Source: an optimization exercise on an open RTL-to-GDS flow (aim: small area, a short achievable clock period and few clock cycles). Production flows keep margins and buffers that such runs may drop. No run shown here included a check of the RTL's function; only the layout flow was run. Power and IR drop assume default switching activity.

==> design/flow/design.v <==
module nes_bankbus (
    input             clk,
    input             rst,
    input      [7:0]  cfg_song,
    input      [7:0]  cfg_region,
    input      [15:0] cfg_init_addr,
    input      [15:0] cfg_play_addr,
    input      [15:0] cfg_load_addr,
    input      [15:0] cfg_vec_nmi,
    input      [15:0] cfg_vec_irq,
    input      [63:0] cfg_bank_init,
    input      [20:0] cfg_file_len,
    input             req_valid,
    output reg        req_ready,
    input      [1:0]  req_op,       
    input      [15:0] req_addr,
    input      [7:0]  req_wdata,
    output reg        resp_valid,
    output reg [7:0]  resp_rdata,
    output reg        resp_err,
    output reg        fault,
    output reg        fault_io,
    output reg        apu_valid,
    output     [15:0] apu_addr,
    output     [7:0]  apu_data,
    output reg        mem_en,
    output reg        mem_we,
    output reg [16:0] mem_addr,
    output reg [7:0]  mem_wdata,
    input      [7:0]  mem_rdata,
    output reg        file_en,
    output reg [20:0] file_addr,
    input      [7:0]  file_rdata,
    input             file_bad
);
    localparam S_IDLE = 0;    
    localparam S_BRD  = 1;    
    localparam S_RD1  = 2;    
    localparam S_RD2  = 3;    
    localparam S_BW0  = 4;    
    localparam S_BW1  = 5;    
    localparam S_BW2  = 6;    
    localparam S_BW3  = 7;    
    localparam S_ZST  = 8;    
    localparam S_ZERO = 9;    
    localparam S_LBS  = 10;   
    localparam S_SRCH = 11;   
    localparam S_FILL = 12;   
    localparam S_FEND = 13;   
    localparam S_DEC  = 14;   
    localparam S_EVS  = 15;   
    localparam NS = 16;
    reg [NS-1:0] st;
    reg [NS-1:0] nst;
    reg        rst_q;            
    reg [2:0]  kreg;             
    reg        lb_init;          
    reg        banked;           
    reg        flat;             
    reg        ffirst;           
    reg        err;              
    reg        sgn;              
    reg [3:0]  cs;               
    reg        touch_q;
    reg        rom_q;            
    reg        rsel;             
    reg        shim_q, vec_q;    
    reg        varsel;           
    reg        in_q, hlt_q, heq_q, llt_q;
    reg [3:0]  count;            
    reg [3:0]  win [0:7];
    reg [7:0]  wflat;            
    reg [3:0]  lru [0:9];        
    reg [14:1] valid;            
    reg [3:0]  fnd;              
    reg        fres;             
    reg [3:0]  ffree;            
    reg [3:0]  fcach;            
    always @* req_ready = st[S_IDLE];
    assign apu_addr  = {11'h200, mem_addr[4:0]};
    assign apu_data  = mem_wdata;
    integer i;
    reg [9:0] below;
    always @* begin
        below[0] = 1'b0;
        for (i = 1; i < 10; i = i + 1)
            below[i] = below[i-1] | (lru[i-1] == cs);
    end
    always @(posedge clk) begin
        if (touch_q) begin
            lru[0] <= cs;
            for (i = 1; i < 10; i = i + 1)
                if (!below[i])
                    lru[i] <= lru[i-1];
        end
    end
    wire       full    = (count == 4'd10);
    wire [3:0] count_1 = count + 4'd1;
    reg        res_cs;
    always @* begin
        res_cs = 1'b0;
        for (i = 0; i < 10; i = i + 1)
            if (lru[i] == cs && i < count)
                res_cs = 1'b1;
    end
    wire       val_cs  = valid[cs];
    wire [3:0] evf     = full ? lru[9] : 4'd0;
    wire [15:0] a       = req_addr;
    wire        accept  = req_valid && st[S_IDLE];
    wire        a_apu   = (a[15:5] == 11'h200) && !(a[4] && a[3]);
    wire        a_5xxx  = (a[15:12] == 4'h5);
    wire        q_ram   = (mem_addr[15:11] == 5'd0);
    wire        q_apu   = (mem_addr[15:5] == 11'h200) && !(mem_addr[4] && mem_addr[3]);
    wire        q_shim  = (mem_addr[15:7] == 9'h020);
    wire        q_vec   = (kreg == 3'd7) && (mem_addr[11:3] == 9'h1FF) && (mem_addr[2] || mem_addr[1]);
    wire        q_cache = mem_addr[16] && (mem_addr[15:12] != 4'd0);
    wire        q_map   = !(mem_addr[16] && (mem_addr[15:12] == 4'd0));
    wire        q_bank  = (mem_addr[11:3] == 9'h1FF);    
    wire [3:0]  a_code  = win[a[14:12]];
    wire        a_slot  = a[15] && !wflat[a[14:12]];
    wire [2:0]  w_sel   = mem_addr[5:3];
    wire [3:0]  w_code  = win[w_sel];
    wire      shim_now = !rom_q && q_shim;
    wire      vec_now  = rom_q && q_vec;
    reg [7:0] var_byte;
    reg       var_hit;
    always @* begin
        var_byte = 8'h00;
        var_hit = 1'b1;
        if (vec_now) begin
            case (mem_addr[2:0])
                3'd2: var_byte = cfg_vec_nmi[7:0];
                3'd3: var_byte = cfg_vec_nmi[15:8];
                3'd6: var_byte = cfg_vec_irq[7:0];
                3'd7: var_byte = cfg_vec_irq[15:8];
                default: var_hit = 1'b0;
            endcase
        end else if (shim_now) begin
            case (mem_addr[6:0])
                7'h01: var_byte = cfg_song;
                7'h03: var_byte = cfg_region;
                7'h05: var_byte = cfg_init_addr[7:0];
                7'h06: var_byte = cfg_init_addr[15:8];
                7'h08: var_byte = cfg_play_addr[7:0];
                7'h09: var_byte = cfg_play_addr[15:8];
                default: var_hit = 1'b0;
            endcase
        end else begin
            var_hit = 1'b0;
        end
    end
    reg [7:0] const_byte;
    always @* begin
        const_byte = 8'h00;
        if (vec_q) begin
            if (mem_addr[2:0] == 3'd5) const_byte = 8'h10;
        end else if (shim_q) begin
            case (mem_addr[6:0])
                7'h00: const_byte = 8'hA9;
                7'h02: const_byte = 8'hA2;
                7'h04: const_byte = 8'h20;
                7'h07: const_byte = 8'h20;
                7'h0A: const_byte = 8'h4C;
                7'h0B: const_byte = 8'h07;
                7'h0C: const_byte = 8'h10;
                7'h0D: const_byte = 8'hEA;
                7'h0E: const_byte = 8'hEA;
                7'h0F: const_byte = 8'hEA;
                7'h10: const_byte = 8'hEA;
                default: const_byte = 8'h00;
            endcase
        end
    end
    wire        filling = st[S_FILL];
    wire [12:0] l_add   = {1'b0, file_addr[11:0]} + {5'd0, !filling, 6'd0, 1'b1};
    wire        l_wrap  = (file_addr[11:0] == 12'hFFF);
    wire [9:0]  h_inc   = {sgn, file_addr[20:12]} + {9'd0, filling ? l_wrap : err};
    wire [9:0]  h_bank  = {2'b00, mem_wdata} - {9'd0, !err};
    wire        f_ok    = in_q && (hlt_q || (heq_q && llt_q));
    wire [14:0] jn      = mem_addr[14:0] + 15'd1;
    wire        f_last  = flat ? (mem_addr[14:0] == 15'h7FFE) : (mem_addr[11:0] == 12'hFFE);
    wire        b_ok    = f_ok && !(flat && mem_addr[14:0] == 15'h7FFE);
    wire [2:0]  k_1      = kreg + 3'd1;
    wire        more_init = lb_init && kreg != 3'd7;
    always @(posedge clk) begin
        rst_q  <= rst;
        banked <= |cfg_bank_init;
        in_q   <= !sgn && (file_addr[20:7] != 14'd0);
        hlt_q  <= file_addr[20:10] < cfg_file_len[20:10];
        heq_q  <= file_addr[20:10] == cfg_file_len[20:10];
        llt_q  <= file_addr[9:0] < cfg_file_len[9:0];
    end
    always @(posedge clk) begin
        nst = st;
        resp_valid <= 1'b0;
        resp_rdata <= 8'h00;
        apu_valid <= 1'b0;
        touch_q <= 1'b0;
        if (st[S_IDLE]) begin
            mem_addr <= {a_slot, a_slot ? a_code : a[15:12], a[11:0]};
            mem_wdata <= req_wdata;
            mem_en <= accept && !fault && !req_op[1] && !(req_op[0] && a[15]);
            mem_we <= req_op[0];
            kreg <= a[14:12];
            rom_q <= a[15];
            if (accept) begin
                if (fault) begin
                    resp_valid <= 1'b1;
                    resp_err <= 1'b1;
                end else if (req_op[1]) begin
                    if (!cfg_load_addr[15]) begin
                        fault <= 1'b1;
                        fault_io <= 1'b0;
                        resp_valid <= 1'b1;
                        resp_err <= 1'b1;
                    end else begin
                        nst = 1 << S_ZST;
                    end
                end else if (!req_op[0]) begin
                    nst = a_5xxx ? (1 << S_BRD) : (1 << S_RD1);
                end else begin
                    if (a_5xxx) begin
                        nst = 1 << S_BW0;
                    end else begin
                        apu_valid <= a_apu && (a[4:0] != 5'h16);
                        resp_valid <= 1'b1;
                        resp_err <= 1'b0;
                    end
                end
            end
        end
        if (st[S_BRD]) begin
            if (q_bank)
                mem_addr <= {14'h2000, mem_addr[2:0]};
            mem_en <= 1'b1;
            nst = 1 << S_RD1;
        end
        if (st[S_RD1]) begin
            mem_en <= 1'b0;
            resp_rdata <= var_byte;
            varsel <= var_hit;
            if (rom_q) begin
                cs <= mem_addr[15:12];
                touch_q <= q_cache && !q_vec;
                rsel <= q_map && !q_vec;
                vec_q <= q_vec;
                shim_q <= 1'b0;
            end else begin
                rsel <= q_ram || q_apu;
                shim_q <= q_shim;
                vec_q <= 1'b0;
            end
            nst = 1 << S_RD2;
        end
        if (st[S_RD2]) begin
            resp_rdata <= rsel ? mem_rdata : varsel ? resp_rdata : const_byte;
            resp_valid <= 1'b1;
            resp_err <= 1'b0;
            nst = 1 << S_IDLE;
        end
        if (st[S_BW0]) begin
            mem_addr <= {14'h2000, mem_addr[2:0]};
            kreg <= mem_addr[2:0];
            if (q_bank) begin
                mem_en <= 1'b1;
                mem_we <= 1'b0;
                nst = 1 << S_BW1;
            end else begin
                mem_en <= 1'b0;
                resp_valid <= 1'b1;
                resp_err <= 1'b0;
                nst = 1 << S_IDLE;
            end
        end
        if (st[S_BW1]) begin
            mem_en <= 1'b0;
            nst = 1 << S_BW2;
        end
        if (st[S_BW2]) begin
            resp_rdata <= mem_rdata;
            nst = 1 << S_BW3;
        end
        if (st[S_BW3]) begin
            if (resp_rdata == mem_wdata) begin
                resp_valid <= 1'b1;
                resp_err <= 1'b0;
                nst = 1 << S_IDLE;
            end else begin
                mem_en <= 1'b1;
                mem_we <= 1'b1;
                lb_init <= 1'b0;
                flat <= 1'b0;
                nst = 1 << S_LBS;
            end
        end
        if (st[S_ZST]) begin
            mem_en <= 1'b1;
            mem_we <= 1'b1;
            mem_addr <= 17'd0;
            mem_wdata <= 8'h00;
            nst = 1 << S_ZERO;
        end
        if (st[S_ZERO]) begin
            if (!mem_addr[14] && mem_addr[10:0] == 11'h7FF)
                mem_addr <= 17'h04000;
            else if (mem_addr[14] && mem_addr[4:0] == 5'h17)
                mem_addr <= 17'h10000;
            else
                mem_addr[11:0] <= jn[11:0];
            mem_wdata <= (mem_addr[14] && mem_addr[4:0] == 5'h16) ? 8'h40 : 8'h00;
            if (mem_addr[16] && mem_addr[2:0] == 3'd6) begin
                file_addr[11:0] <= l_add[11:0];
                err <= l_add[12];
            end else if (!(mem_addr[16] && mem_addr[2:0] == 3'd7)) begin
                {sgn, file_addr} <= {7'h7F, ~cfg_load_addr[14:0]};
            end
            if (mem_addr[16] && mem_addr[2:0] == 3'd7) begin
                mem_en <= 1'b0;
                flat <= !banked;
                valid <= 14'd0;
                if (banked) begin
                    count <= 4'd0;
                    for (i = 0; i < 8; i = i + 1)
                        win[i] <= 4'd0;
                    wflat <= 8'h00;
                    kreg <= 3'd0;
                    mem_wdata <= cfg_bank_init[7:0];
                    lb_init <= 1'b1;
                    nst = 1 << S_LBS;
                end else begin
                    {sgn, file_addr[20:12]} <= h_inc;
                    file_en <= 1'b1;
                    err <= 1'b0;
                    ffirst <= 1'b1;
                    nst = 1 << S_FILL;
                end
            end
        end
        if (st[S_LBS]) begin
            cs <= 4'd15;
            fnd <= 4'd0;
            ffree <= 4'd0;
            fcach <= 4'd0;
            mem_addr <= 17'h10011;
            mem_en <= 1'b1;
            mem_we <= 1'b0;
            {sgn, file_addr} <= {10'h3FF, ~cfg_load_addr[11:0]};
            nst = 1 << S_SRCH;
        end
        if (st[S_SRCH]) begin
            mem_addr[3:0] <= jn[3:0];
            resp_rdata <= mem_rdata;
            cs <= cs + 4'd1;
            if (cs == 4'd15) begin
                file_addr[11:0] <= l_add[11:0];
                err <= l_add[12];
            end
            if (cs != 4'd15 && cs != 4'd0) begin
                if ((val_cs || res_cs) && resp_rdata == mem_wdata) begin
                    fnd <= cs;
                    fres <= res_cs;
                end
                if (!val_cs && !res_cs && ffree == 4'd0)
                    ffree <= cs;
                if (val_cs && !res_cs && fcach == 4'd0)
                    fcach <= cs;
            end
            if (cs == 4'd14) begin
                mem_en <= 1'b0;
                nst = 1 << S_DEC;
            end
        end
        if (st[S_DEC]) begin
            resp_rdata <= 8'h00;
            mem_addr[5:0] <= 6'h07;
            if (fnd != 4'd0 && fres) begin
                cs <= fnd;
                win[kreg] <= fnd;
                wflat[kreg] <= 1'b0;
                touch_q <= 1'b1;
                if (more_init) begin
                    kreg <= k_1;
                    mem_wdata <= cfg_bank_init[{k_1, 3'b000} +: 8];
                    nst = 1 << S_LBS;
                end else begin
                    resp_valid <= 1'b1;
                    resp_err <= 1'b0;
                    nst = 1 << S_IDLE;
                end
            end else if (fnd != 4'd0) begin
                cs <= fnd;
                err <= 1'b0;
                nst = 1 << S_EVS;
            end else begin
                mem_addr <= {13'h1001, (ffree != 4'd0) ? ffree : fcach};
                mem_en <= 1'b1;
                mem_we <= 1'b1;
                cs <= (ffree != 4'd0) ? ffree : fcach;
                {sgn, file_addr[20:12]} <= h_bank;
                file_en <= 1'b1;
                err <= 1'b0;
                ffirst <= 1'b1;
                nst = 1 << S_FILL;
            end
        end
        if (st[S_EVS]) begin
            if (w_code == evf)
                win[w_sel] <= 4'd0;
            mem_addr[5:3] <= jn[5:3];
            if (mem_addr[5:3] == 3'd7)
                nst = 1 << S_FEND;
        end
        if (st[S_FILL]) begin
            if (w_code == evf)
                win[w_sel] <= 4'd0;
            file_addr[11:0] <= l_add[11:0];
            {sgn, file_addr[20:12]} <= h_inc;
            ffirst <= 1'b0;
            if (ffirst) begin
                mem_en <= 1'b0;
                mem_addr[14:0] <= 15'h7FFF;
            end else begin
                mem_en <= 1'b1;
                mem_we <= 1'b1;
                mem_addr <= flat ? {2'b01, jn} : {1'b1, cs, jn[11:0]};
                mem_wdata <= b_ok ? file_rdata : 8'h00;
                if (b_ok && file_bad)
                    err <= 1'b1;
                if (f_last) begin
                    file_en <= 1'b0;
                    nst = 1 << S_FEND;
                end
            end
        end
        if (st[S_FEND]) begin
            mem_en <= 1'b0;
            if (err) begin
                fault <= 1'b1;
                fault_io <= 1'b1;
                resp_valid <= 1'b1;
                resp_err <= 1'b1;
                nst = 1 << S_IDLE;
            end else if (flat) begin
                for (i = 0; i < 8; i = i + 1)
                    win[i] <= 4'd15;
                wflat <= 8'hFF;
                resp_valid <= 1'b1;
                resp_err <= 1'b0;
                nst = 1 << S_IDLE;
            end else begin
                win[kreg] <= cs;
                wflat[kreg] <= 1'b0;
                valid[cs] <= 1'b1;
                touch_q <= 1'b1;
                if (!full)
                    count <= count_1;
                if (more_init) begin
                    kreg <= k_1;
                    mem_wdata <= cfg_bank_init[{k_1, 3'b000} +: 8];
                    nst = 1 << S_LBS;
                end else begin
                    resp_valid <= 1'b1;
                    resp_err <= 1'b0;
                    nst = 1 << S_IDLE;
                end
            end
        end
        if (rst_q)
            nst = 1 << S_IDLE;
        st <= nst;
        if (rst) begin
            st[S_IDLE] <= 1'b0;
            resp_valid <= 1'b0;
            apu_valid <= 1'b0;
        end
        if (rst_q) begin
            mem_en <= 1'b0;
            file_en <= 1'b0;
            touch_q <= 1'b0;
            fault <= 1'b0;
            fault_io <= 1'b0;
            count <= 4'd0;
        end
    end
endmodule
==> design/flow/flow/run.sh <==
#!/bin/bash
# Standard ORFS layout, but the input and output port buffers are buf_1 cells
# instead of the default delay buffers, the clock tree uses clkbuf_8 buffers
# in clusters of 14 sinks without dummy loads, and timing repair aims for
# 8.4 ns of setup slack at the design's 12 ns clock. Each tool's output goes
# to a log here.
set -o pipefail
bash standard.sh "BUFFER_PORTS_ARGS=-buffer_cell sky130_fd_sc_hd__buf_1" \
  "CTS_ARGS=-sink_clustering_enable -repair_clock_nets -buf_list sky130_fd_sc_hd__clkbuf_8 -root_buf sky130_fd_sc_hd__clkbuf_8 -dont_use_dummy_load -sink_clustering_size 14 -sink_clustering_max_diameter 70" \
  "SETUP_SLACK_MARGIN=8.4" \
  finish > standard.log 2>&1
==> design/flow/standard.sh <==
#!/bin/bash
# synth_recipe.tcl (not shown) runs the flow's synth.tcl, then flattens the netlist and writes it again
# the make line also repeats each setting of config.mk as NAME=value (left out here)
make -C /OpenROAD-flow-scripts/flow DESIGN_CONFIG=/design/flow/config.mk WORK_HOME=/design/flow/orfs CLKGATE_MAP_FILE= SYNTH_SCRIPT=/design/flow/synth_recipe.tcl "${@:-finish}"
==> design/flow/config.mk <==
export PLATFORM = sky130hd
export DESIGN_NAME = nes_bankbus
export DESIGN_NICKNAME = nes_bankbus
export VERILOG_FILES = /design/flow/design.v
export SDC_FILE = /design/flow/constraint.sdc
export NUM_CORES = 4
export LEC_CHECK = 0
export CAP_MARGIN = 20
export CORE_MARGIN = 2
export CORE_UTILIZATION = 40
export PLACE_DENSITY = 0.6
export SLEW_MARGIN = 20
==> design/flow/constraint.sdc <==
create_clock -name core_clock -period 12.0 [get_ports {clk}]
set_input_delay 2.4000 -clock core_clock [delete_from_list [all_inputs] [get_ports {clk}]]
set_output_delay 2.4000 -clock core_clock [all_outputs]
set_load 0.01 [all_outputs]
==> reports/results.txt, run 1 <==
Outcome = finished clean
Antenna violations before repair = 2
Layout Skew = 40.09 ps
Crit path capture type = output pin
Wire length of the first global-routing pass = 82070 um
Final hold viol count = 0
Synthesized instance count = 1682
Slew at the pin closest to its max-slew limit = 1148 ps
Overall routed net length = 54730 um
Worst Setup Start Kind = flop
1st-pass router iterations = 8
Via density per instance = 6.103
Distinct cell type count after synthesis = 86
Sw Share = 35.27%
Nets@finish = 2228
Final Cycle Share = 30.78%
Design internal power = 1223 uW
Detailed placement HPWL = 40290 um
Clock latency reported for the late side of the worst-skew pair = 560 ps
TritonCTS buffer count = 21
Cell Pwr Density = 112.5 mW/mm2
Total power draw = 1890 uW
CP cell instances = buf_6
Leakage = 0.006090 uW
Starting density of the core = 40.67%
Buffers from clock root to sink, at most = 3
Count of fill cells added during filler insertion = 3410
Peak supply drop = 0.09080 mV
Width of the die = 194.2 um
Final worst-path setup slack = 8306 ps
Post-synth EDFFs = 53
CTS Hold Bufs = 0
Primary flip-flop cell chosen by synthesis mapping = sky130_fd_sc_hd__dfxtp_1
Number of H-tree levels = 1
I/O Buffers = 302
Area of the die = 0.03770 mm2
Area of the core = 0.03557 mm2
Cell class contributing the biggest share of worst-path delay = flip-flops
Highest clock frequency the design can meet = 270.7 MHz
Area growth syn-to-layout = 16.13%
Via count of the first global-routing pass = 13950
Shortest clock period the worst path allows after layout = 3694 ps
Total gr overflow = 0
Share of total power in sequential cells = 47.6%
Global-route usage over all layers = 27.57%
Share of post-route cells with drive strength above 1 = 13.36%
Final setup fails = 0
Pre-CTS setup slack = 7278 ps
Arrival time worst endpoint = 1290 ps
Num ports = 314
Highest net fanout along the worst path = 4
Sequential area share after synthesis = 33.15%
Flops & latches, synth = 213
Wirelength per Cell = 22.79 um
Buffer and inverter count on the worst path = 1
Mean Syn Cell Area = 8.600 um2
Cell with the largest stage delay on the worst path = sky130_fd_sc_hd__edfxtp_1
Drt first-iter violations = 1411
Number of warnings issued by yosys = 2
Switching component of the power = 666.6 uW
Slowest Stage Delay on Critical Path = 540 ps
Largest net degree at the start of global routing = 33
Number of vias in the routed layout = 14660
Clock tree root buffer cell = sky130_fd_sc_hd__clkbuf_8
Critical Path RT = 9600 ps
Hold Crit Class = reg2reg
Post-route core utilization = 47.23%
Part of the power in combinational logic = 30.7%
Total clock sinks = 213
Post-CTS clock slew at the launch and capture registers of the worst setup and hold paths = 100 ps
Max-slew violation count = 0
Final sum of negative setup slack = 0 ps
Count of antenna-violating nets left after detailed routing = 0
Setup repair after global routing missed its margin = true
Num rows = 69
Proportion of register bits with asynchronous set or reset after synthesis = 0%
Start-to-end type of the worst setup path = reg2out
Relative slew slack = 23.18%
TritonCTS clock tree = yes
Clock share of power = 21.7%
Synthesized area = 0.01447 mm2
Remaining DRCs = 0
Overall die height = 194.2 um
Max capacitance violation total = 0
Final Wtd Congestion = 0.9879
[routing by layer]
| metal | wire, um | part of all wire [%] | GRT usage [%] |
|---|---|---|---|
| met1 | 21390 | 39 | 34.83 |
| met4 | 2319 | 4.2 | 11.98 |
| met2 | 26050 | 48 | 46.11 |
| met5 | 0 | 0 | 0 |
| met3 | 4973 | 9.1 | 4.975 |
[cells in the mapped netlist (12+ instances only)]
master | n | area (um2)
sky130_fd_sc_hd__inv_1 | 62 | 232.7
sky130_fd_sc_hd__a22oi_1 | 38 | 285.3
sky130_fd_sc_hd__a31oi_1 | 25 | 156.4
sky130_fd_sc_hd__nand4_1 | 31 | 193.9
sky130_fd_sc_hd__o21ai_0 | 90 | 450.4
sky130_fd_sc_hd__buf_4 | 28 | 210.2
sky130_fd_sc_hd__mux2_2 | 28 | 315.3
sky130_fd_sc_hd__mux4_2 | 37 | 833.3
sky130_fd_sc_hd__and2_1 | 13 | 81.33
sky130_fd_sc_hd__a22o_1 | 12 | 105.1
sky130_fd_sc_hd__nor2b_1 | 12 | 75.07
sky130_fd_sc_hd__nand3_1 | 62 | 310.3
sky130_fd_sc_hd__o22ai_1 | 22 | 137.6
sky130_fd_sc_hd__a211oi_1 | 13 | 97.59
sky130_fd_sc_hd__nor2_1 | 150 | 563.0
sky130_fd_sc_hd__buf_2 | 16 | 80.08
sky130_fd_sc_hd__clkbuf_1 | 65 | 244.0
sky130_fd_sc_hd__nor3_1 | 40 | 200.2
sky130_fd_sc_hd__xor2_1 | 31 | 271.5
sky130_fd_sc_hd__a21oi_1 | 112 | 560.5
sky130_fd_sc_hd__a221oi_1 | 13 | 113.9
sky130_fd_sc_hd__dfxtp_1 | 160 | 3203
sky130_fd_sc_hd__mux2i_1 | 17 | 170.2
sky130_fd_sc_hd__xnor2_1 | 60 | 525.5
sky130_fd_sc_hd__nand2b_1 | 13 | 81.33
sky130_fd_sc_hd__a32o_1 | 13 | 130.1
sky130_fd_sc_hd__nor4_1 | 29 | 181.4
sky130_fd_sc_hd__and3_1 | 15 | 93.84
sky130_fd_sc_hd__nand2_1 | 175 | 656.9
sky130_fd_sc_hd__ha_1 | 60 | 750.7
sky130_fd_sc_hd__edfxtp_1 | 53 | 1592
[kinds of logic after synthesis]
group           synth area share, %
buf+inv                       5.691
xor+xnor                      5.510
simple gates                  20.66
flops                         33.15
fa+ha+maj                     5.190
compound gates                20.40
other cells                 0.05192
mux                           9.350
[path summary, 6_finish.rpt]
path	slack [ps]	cells after the start	end	from
hold reg to reg	430	0	lru[9][1]	lru[8][1]
setup reg to reg	8590	9	mem_wdata[7]	mem_addr[0]
hold / removal	430	0	lru[9][1]	lru[8][1]
setup / recovery	8310	1	mem_addr[0]	mem_addr[0]
[placed cells by master (no fill, tap or decap), drive strengths merged, types with 18 or more instances in the layout]
cell	n
a21oi	112
a22oi	38
a31oi	26
buf	339
clkbuf	24
dfxtp	160
edfxtp	53
ha	60
inv	62
mux2	29
mux2i	18
mux4	37
nand2	175
nand3	63
nand4	31
nor2	158
nor3	41
nor4	33
o21ai	95
o22ai	22
xnor2	60
xor2	31
[cell type report]
class                   count  area [um2]  share of cell area, %
diodes                      2       5.005                0.02979
repair buffers            346        1753                  10.43
well taps                 461       576.8                  3.434
multi-input cells        1296        9029                  53.75
clock buffers              21       289.0                  1.721
inverters                  63       240.2                  1.430
flip-flops and latches    213        4906                  29.20
[what timing repair did]
action	in CTS	in global routing
endpoints found under the setup margin	91	76
pin swaps	0	4
setup buffers	15	10
gates resized for setup	116	41
gates cloned	4	0
[power by group through the flow]
| stage | sequential [uW] | clock (uW) | combinational [uW] |
|---|---|---|---|
| 6_report | 899 | 410 | 581 |
| 5_1_grt | 908 | 438 | 633 |
| 4_1_cts | 894 | 416 | 568 |
| 3_5_place_dp | 905 | 0 | 510 |
| 3_3_place_gp | 902 | 0 | 503 |
| 2_1_floorplan | 873 | 0 | 358 |
[registers in the layout, summed over array words and instances (netlist names), 3 cells and up]
name / count
lru: 40
win: 32
file_addr: 21
mem_addr: 17
st: 16
valid: 14
mem_wdata: 8
resp_rdata: 8
wflat: 8
count: 4
cs: 4
fcach: 4
ffree: 4
fnd: 4
kreg: 3
[per-stage QoR]
stage               cell area (um2)  cells  hold WS [ps]
global placement              15760   2350         440.0
finish                        16800   2402         429.8
detailed placement            15760   2350         443.6
floorplan                     14540   1691         419.8
CTS                           16590   2390         427.7
global route                  16800   2402         439.3
==> run 2: changes to the inputs <==
--- a/design/flow/design.v
+++ b/design/flow/design.v
@@ -48,7 +48,5 @@
     localparam S_FILL = 12;   
     localparam S_FEND = 13;   
-    localparam S_DEC  = 14;   
-    localparam S_EVS  = 15;   
-    localparam NS = 16;
+    localparam NS = 14;
     reg [NS-1:0] st;
     reg [NS-1:0] nst;
@@ -70,11 +68,5 @@
     reg [3:0]  count;            
     reg [3:0]  win [0:7];
-    reg [7:0]  wflat;            
     reg [3:0]  lru [0:9];        
-    reg [14:1] valid;            
-    reg [3:0]  fnd;              
-    reg        fres;             
-    reg [3:0]  ffree;            
-    reg [3:0]  fcach;            
     always @* req_ready = st[S_IDLE];
     assign apu_addr  = {11'h200, mem_addr[4:0]};
@@ -97,13 +89,5 @@
     wire       full    = (count == 4'd10);
     wire [3:0] count_1 = count + 4'd1;
-    reg        res_cs;
-    always @* begin
-        res_cs = 1'b0;
-        for (i = 0; i < 10; i = i + 1)
-            if (lru[i] == cs && i < count)
-                res_cs = 1'b1;
-    end
-    wire       val_cs  = valid[cs];
-    wire [3:0] evf     = full ? lru[9] : 4'd0;
+    wire [3:0] victim  = full ? lru[9] : count_1;
     wire [15:0] a       = req_addr;
     wire        accept  = req_valid && st[S_IDLE];
@@ -118,6 +102,6 @@
     wire        q_bank  = (mem_addr[11:3] == 9'h1FF);    
     wire [3:0]  a_code  = win[a[14:12]];
-    wire        a_slot  = a[15] && !wflat[a[14:12]];
-    wire [2:0]  w_sel   = mem_addr[5:3];
+    wire        a_slot  = a[15] && (a_code != 4'd15);
+    wire [2:0]  w_sel   = mem_addr[2:0];
     wire [3:0]  w_code  = win[w_sel];
     wire      shim_now = !rom_q && q_shim;
@@ -318,10 +302,8 @@
                 mem_en <= 1'b0;
                 flat <= !banked;
-                valid <= 14'd0;
                 if (banked) begin
                     count <= 4'd0;
                     for (i = 0; i < 8; i = i + 1)
                         win[i] <= 4'd0;
-                    wflat <= 8'h00;
                     kreg <= 3'd0;
                     mem_wdata <= cfg_bank_init[7:0];
@@ -339,7 +321,4 @@
         if (st[S_LBS]) begin
             cs <= 4'd15;
-            fnd <= 4'd0;
-            ffree <= 4'd0;
-            fcach <= 4'd0;
             mem_addr <= 17'h10011;
             mem_en <= 1'b1;
@@ -356,26 +335,9 @@
                 err <= l_add[12];
             end
-            if (cs != 4'd15 && cs != 4'd0) begin
-                if ((val_cs || res_cs) && resp_rdata == mem_wdata) begin
-                    fnd <= cs;
-                    fres <= res_cs;
-                end
-                if (!val_cs && !res_cs && ffree == 4'd0)
-                    ffree <= cs;
-                if (val_cs && !res_cs && fcach == 4'd0)
-                    fcach <= cs;
-            end
-            if (cs == 4'd14) begin
+            if (cs != 4'd15 && cs != 4'd0 && resp_rdata == mem_wdata) begin
+                cs <= cs;
+                resp_rdata <= 8'h00;
                 mem_en <= 1'b0;
-                nst = 1 << S_DEC;
-            end
-        end
-        if (st[S_DEC]) begin
-            resp_rdata <= 8'h00;
-            mem_addr[5:0] <= 6'h07;
-            if (fnd != 4'd0 && fres) begin
-                cs <= fnd;
-                win[kreg] <= fnd;
-                wflat[kreg] <= 1'b0;
+                win[kreg] <= cs;
                 touch_q <= 1'b1;
                 if (more_init) begin
@@ -388,13 +350,9 @@
                     nst = 1 << S_IDLE;
                 end
-            end else if (fnd != 4'd0) begin
-                cs <= fnd;
-                err <= 1'b0;
-                nst = 1 << S_EVS;
-            end else begin
-                mem_addr <= {13'h1001, (ffree != 4'd0) ? ffree : fcach};
+            end else if (cs == count) begin
+                mem_addr <= {13'h1001, victim};
                 mem_en <= 1'b1;
                 mem_we <= 1'b1;
-                cs <= (ffree != 4'd0) ? ffree : fcach;
+                cs <= victim;
                 {sgn, file_addr[20:12]} <= h_bank;
                 file_en <= 1'b1;
@@ -404,13 +362,6 @@
             end
         end
-        if (st[S_EVS]) begin
-            if (w_code == evf)
-                win[w_sel] <= 4'd0;
-            mem_addr[5:3] <= jn[5:3];
-            if (mem_addr[5:3] == 3'd7)
-                nst = 1 << S_FEND;
-        end
         if (st[S_FILL]) begin
-            if (w_code == evf)
+            if (w_code == cs)
                 win[w_sel] <= 4'd0;
             file_addr[11:0] <= l_add[11:0];
@@ -444,5 +395,4 @@
                 for (i = 0; i < 8; i = i + 1)
                     win[i] <= 4'd15;
-                wflat <= 8'hFF;
                 resp_valid <= 1'b1;
                 resp_err <= 1'b0;
@@ -450,6 +400,4 @@
             end else begin
                 win[kreg] <= cs;
-                wflat[kreg] <= 1'b0;
-                valid[cs] <= 1'b1;
                 touch_q <= 1'b1;
                 if (!full)
==> design/flow/flow/run.sh (replaced) <==
#!/bin/bash
# Standard ORFS layout, but the input and output port buffers are buf_1 cells
# instead of the default delay buffers, the clock tree uses clkbuf_8 buffers
# in clusters of 12 sinks without dummy loads, and timing repair aims for
# 8.6 ns of setup slack at the design's 12 ns clock. Each tool's output goes
# to a log here.
set -o pipefail
bash standard.sh "BUFFER_PORTS_ARGS=-buffer_cell sky130_fd_sc_hd__buf_1" \
  "CTS_ARGS=-sink_clustering_enable -repair_clock_nets -buf_list sky130_fd_sc_hd__clkbuf_8 -root_buf sky130_fd_sc_hd__clkbuf_8 -dont_use_dummy_load -sink_clustering_size 12" \
  "SETUP_SLACK_MARGIN=8.6" \
  finish > standard.log 2>&1
--- a/design/flow/config.mk
+++ b/design/flow/config.mk
@@ -6,4 +6,5 @@
 export NUM_CORES = 4
 export LEC_CHECK = 0
+export ABC_AREA = 1
 export CAP_MARGIN = 20
 export CORE_MARGIN = 2
==> run 2 against run 1 <==
Critical path type unchanged; largest power group is now combinational logic; core utilization grew 0.87 points; via count grew 8.8%; global-route usage grew 1.5 points; area after synthesis shrank 3.4%; hold slack gained 6.8 ps; sequential power shrank 14%; die area shrank 3.3%; sequential share of layout area shrank 3.0 points; worst setup slack gained 180 ps; cell count grew 20%; clock power shrank 17%.
==> reports/results.txt, run 2 <==
Max capacitance violation total = 0 (unchanged)
Final sum of negative setup slack = 0 ps (unchanged)
Overall routed net length = 54730 um (about the same)
Post-synth EDFFs = 60 (+13%)
Switching component of the power = 770.8 uW (+16%)
Num rows = 68 (-1.4%)
Worst Setup Start Kind = flop
Start of the worst register-to-register path = mem_addr[0]
Total power draw = 1928 uW (+2.0%)
Hold Crit Class = reg2reg
Biggest registers after layout = lru: 40 flops, win: 32 flops, file_addr: 21 flops
Overall die height = 190.9 um (-1.7%)
Wire length of the first global-routing pass = 81460 um (-0.74%)
Starting density of the core = 40.54% (-0.12 points)
Number of cells in the design after placement = 2816 (+20%)
Final Cycle Share = 29.30% (-1.5 points)
Hold endpoint = lru[1][0]
Flip-flop count of the largest register after layout = 40 (unchanged)
Depth of the worst register-to-register path = 13 (+4)
Synthesized instance count = 2135 (+27%)
Final hold viol count = 0 (unchanged)
Mean Syn Cell Area = 6.544 um2 (-24%)
Count of antenna-violating nets left after detailed routing = 0 (unchanged)
Highest net fanout along the worst path = 3 (-1)
Flops & latches, synth = 179 (-16%)
Total clock sinks = 179 (-16%)
Cell type contributing the most total cell area after synthesis = sky130_fd_sc_hd__dfxtp_1
Top area cells in the synthesized netlist = sky130_fd_sc_hd__dfxtp_1 17%, sky130_fd_sc_hd__nand2_1 15%, sky130_fd_sc_hd__edfxtp_1 13%
Area of the die = 0.03644 mm2 (-3.3%)
Cell with the largest stage delay on the worst path = sky130_fd_sc_hd__edfxtp_1
Path length in cells of the critical path = 1 (unchanged)
Share of total power in sequential cells = 40.2% (-7.4 points)
Crit path capture type = output pin
Global-route usage over all layers = 29.05% (+1.5 points)
TritonCTS clock tree = yes
Num ports = 314 (unchanged)
Post-CTS clock slew at the launch and capture registers of the worst setup and hold paths = 110 ps (about the same)
Drt first-iter violations = 1422 (+0.78%)
Layout Skew = 43.26 ps (+3.164 ps)
Synth cell count leaders = 559 x sky130_fd_sc_hd__nand2_1, 240 x sky130_fd_sc_hd__nor2_1, 222 x sky130_fd_sc_hd__inv_1
Largest net degree at the start of global routing = 48 (+45%)
Clock latency reported for the late side of the worst-skew pair = 490 ps (-70 ps)
Antenna violations before repair = 1 (-1)
Leakage = 0.007542 uW (+24%)
Primary flip-flop cell chosen by synthesis mapping = sky130_fd_sc_hd__dfxtp_1
Sequential area share after synthesis = 29.95% (-3.2 points)
1st-pass router iterations = 6 (-2)
Via count of the first global-routing pass = 14870 (+6.6%)
Relative slew slack = 28.52% (+5.3 points)
Cell class contributing the biggest share of worst-path delay = flip-flops
Library cell with the highest instance count after synthesis = sky130_fd_sc_hd__nand2_1
Peak supply drop = 0.06269 mV (-31%)
Via density per instance = 5.511 (-9.7%)
Outcome = finished clean
Detailed placement HPWL = 41550 um (+3.1%)
Shortest clock period the worst path allows after layout = 3515 ps (-178.3 ps)
Buffer and inverter count on the worst path = 1 (unchanged)
Highest clock frequency the design can meet = 284.5 MHz (+5.1%)
TritonCTS buffer count = 17 (-19%)
Yosys top cell area share = 17.05% (-5.1 points)
Crit Reg-Reg Endpoint = mem_wdata[2]
Max-slew violation count = 0 (unchanged)
Most frequent cells in the layout = 557 x sky130_fd_sc_hd__nand2_1, 238 x sky130_fd_sc_hd__nor2_1, 223 x sky130_fd_sc_hd__buf_1
Share of post-route cells with drive strength above 1 = 12.26% (-1.1 points)
Wirelength per Cell = 18.91 um (-17%)
Leading cell type in the layout, fill and taps excluded = sky130_fd_sc_hd__nand2_1
Design internal power = 1158 uW (-5.4%)
Count of placed standard cells in the final layout, fillers left out = 2894 (+20%)
Count of fill cells added during filler insertion = 3702 (+8.6%)
Part of the power in combinational logic = 42.2% (+12 points)
Register bank with the most flops = lru
Synthesized area = 0.01397 mm2 (-3.4%)
I/O Buffers = 302 (unchanged)
Pre-CTS setup slack = 7446 ps (+168.3 ps)
Setup repair after global routing missed its margin = true
Nets@finish = 2710 (+22%)
Area growth syn-to-layout = 18.63%
Number of warnings issued by yosys = 2 (unchanged)
Cell Pwr Density = 116.4 mW/mm2 (+3.4%)
Start-to-end type of the worst setup path = reg2out
Sw Share = 39.97% (+4.7 points)
CP cell instances = clkbuf_2
Clock tree root buffer cell = sky130_fd_sc_hd__clkbuf_8
Worst reg-to-reg setup slack = 8800 ps (+210 ps)
Slowest Stage Delay on Critical Path = 470 ps (-70 ps)
Area taken by flip-flops and latches = 0.004348 mm2 (-11%)
Final worst-path setup slack = 8485 ps (+178.3 ps)
Width of the die = 190.9 um (-1.7%)
Buffers from clock root to sink, at most = 2 (-1)
Area of the core = 0.03446 mm2 (-3.1%)
Number of stages on the worst hold path = 0 (unchanged)
Slew at the pin closest to its max-slew limit = 1071 ps (-77.02 ps)
Total gr overflow = 0 (unchanged)
Number of H-tree levels = 4 (+3)
Clock share of power = 17.6% (-4.1 points)
Proportion of register bits with asynchronous set or reset after synthesis = 0% (unchanged)
Number of vias in the routed layout = 15950 (+8.8%)
Final Wtd Congestion = 1.003 (+1.6%)
Total area of multi-input combinational cells = 0.008389 mm2 (-7.1%)
Arrival time worst endpoint = 1120 ps (-170 ps)
Critical Path RT = 9600 ps (about the same)
Worst hold path startpoint = lru[0][0]
Distinct cell type count after synthesis = 62 (-28%)
Final setup fails = 0 (unchanged)
Remaining DRCs = 0 (unchanged)
[run 2: cell types whose count changed after synthesis, moves of 31 or more]
| cell | change |
|---|---|
| sky130_fd_sc_hd__clkbuf_1 | -31 |
| sky130_fd_sc_hd__dfxtp_1 | -41 |
| sky130_fd_sc_hd__inv_1 | +160 |
| sky130_fd_sc_hd__mux4_2 | -37 |
| sky130_fd_sc_hd__nand2_1 | +384 |
| sky130_fd_sc_hd__nand3_1 | +63 |
| sky130_fd_sc_hd__nand4_1 | +45 |
| sky130_fd_sc_hd__nor2_1 | +90 |
| sky130_fd_sc_hd__o21ai_0 | +53 |
| sky130_fd_sc_hd__xnor2_1 | -36 |
[run 2: worst max path at each step]
stage,slack (ps),end,from
floorplan,8510,mem_addr[14],req_addr[12]
global placement,7540,mem_addr[14],req_addr[12]
detailed placement,7450,mem_addr[14],req_addr[12]
CTS,8450,apu_addr[2],mem_addr[2]
global route,8430,apu_addr[1],mem_addr[1]
finish,8480,apu_addr[2],mem_addr[2]
[run 2: cell type report]
type	count	area share, %
multi-input cells	1625	50.62
well taps	455	3.435
flip-flops and latches	179	26.23
diodes	1	0.01510
clock buffers	17	1.412
inverters	240	5.579
repair buffers	377	12.71
[run 2: power groups by stage]
stage                     sequential [uW]  clock [uW]  combinational [uW]
after floorplan                       780           0                 447
after global placement                815           0                 622
after detailed placement              816           0                 629
after CTS                             771         344                 773
after global routing                  781         371                 898
final                                 775         339                 814
[run 2: timing repair]
action                                  4_1_cts  5_1_grt
hold buffers                                  0        0
buffers inserted                             55        5
gates resized for setup                     178       58
pin swaps                                     0        0
endpoints found under the setup margin       89       88
[run 2: cells by family (layout without fill, tap and decap cells)]
family                   Yosys count  in the layout  synth area share [%]
AND/OR/NAND/NOR                 1113           1113                 35.10
AO/OA/AOI/OAI                    383            383                 15.74
buffers and inverters            340            634                 10.54
flip-flops                       179            179                 29.95
XOR/XNOR                          68             68                 4.263
adder cells (fa/ha/maj)           43             43                 3.851
multiplexers                       7              7                0.5015
other                              2             12               0.05375
[run 2: metal layers]
| metal | up-vias | GRT usage, % | wire (um) | part of all wire (%) |
|---|---|---|---|---|
| met1 | 7402 | 35.72 | 22070 | 40 |
| li1 | 7710 | - | - | - |
| met3 | 128 | 4.626 | 4058 | 7.4 |
| met4 | 0 | 13.60 | 2286 | 4.2 |
| met2 | 708 | 49.58 | 26320 | 48 |
| met5 | - | 0 | 0 | 0 |
[run 2: metrics by stage]
| stage | util (%) | instance area (um2) | hold WS (ps) |
|---|---|---|---|
| 2_1_floorplan | - | 14050 | 419.1 |
| 3_3_place_gp | 44.38 | 15290 | 432.3 |
| 3_5_place_dp | 44.38 | 15290 | 432.5 |
| 4_1_cts | 47.30 | 16300 | 432.1 |
| 5_1_grt | 48.10 | 16570 | 460.6 |
| 6_report | 48.10 | 16570 | 436.6 |

[afterwards: timing with drivers on the ports]
How much do the figures lean on ideal ports? The routed layouts below were timed once more, with nothing changed but the port constraints.
Step 1: set_driving_cell puts a clkbuf_16 on clk and a buf_2 on each other input, an assumption about the parent block.
Step 2 times the ports against the registers' clock, not the clock port: input delays grow and output delays shrink by t, the midpoint of the rising clock arrivals with the driver on.
a / b / c = ideal / step 1 / step 2; a / b = the first two.
| run | t, ns | setup WS [ns] | slew at the worst register clock pin (ns) |
|---|---|---|---|
| run 1 | 0.591 | 8.306 / 8.258 / 7.838 | 0.10 / 0.10 |
| run 2 | 0.517 | 8.485 / 8.435 / 8.205 | 0.11 / 0.11 |
After both steps every run listed still meets setup and hold. For run 1, which loses most, drivers alone change the setup slack by -0.048 ns; drivers and shift together by -0.468 ns.
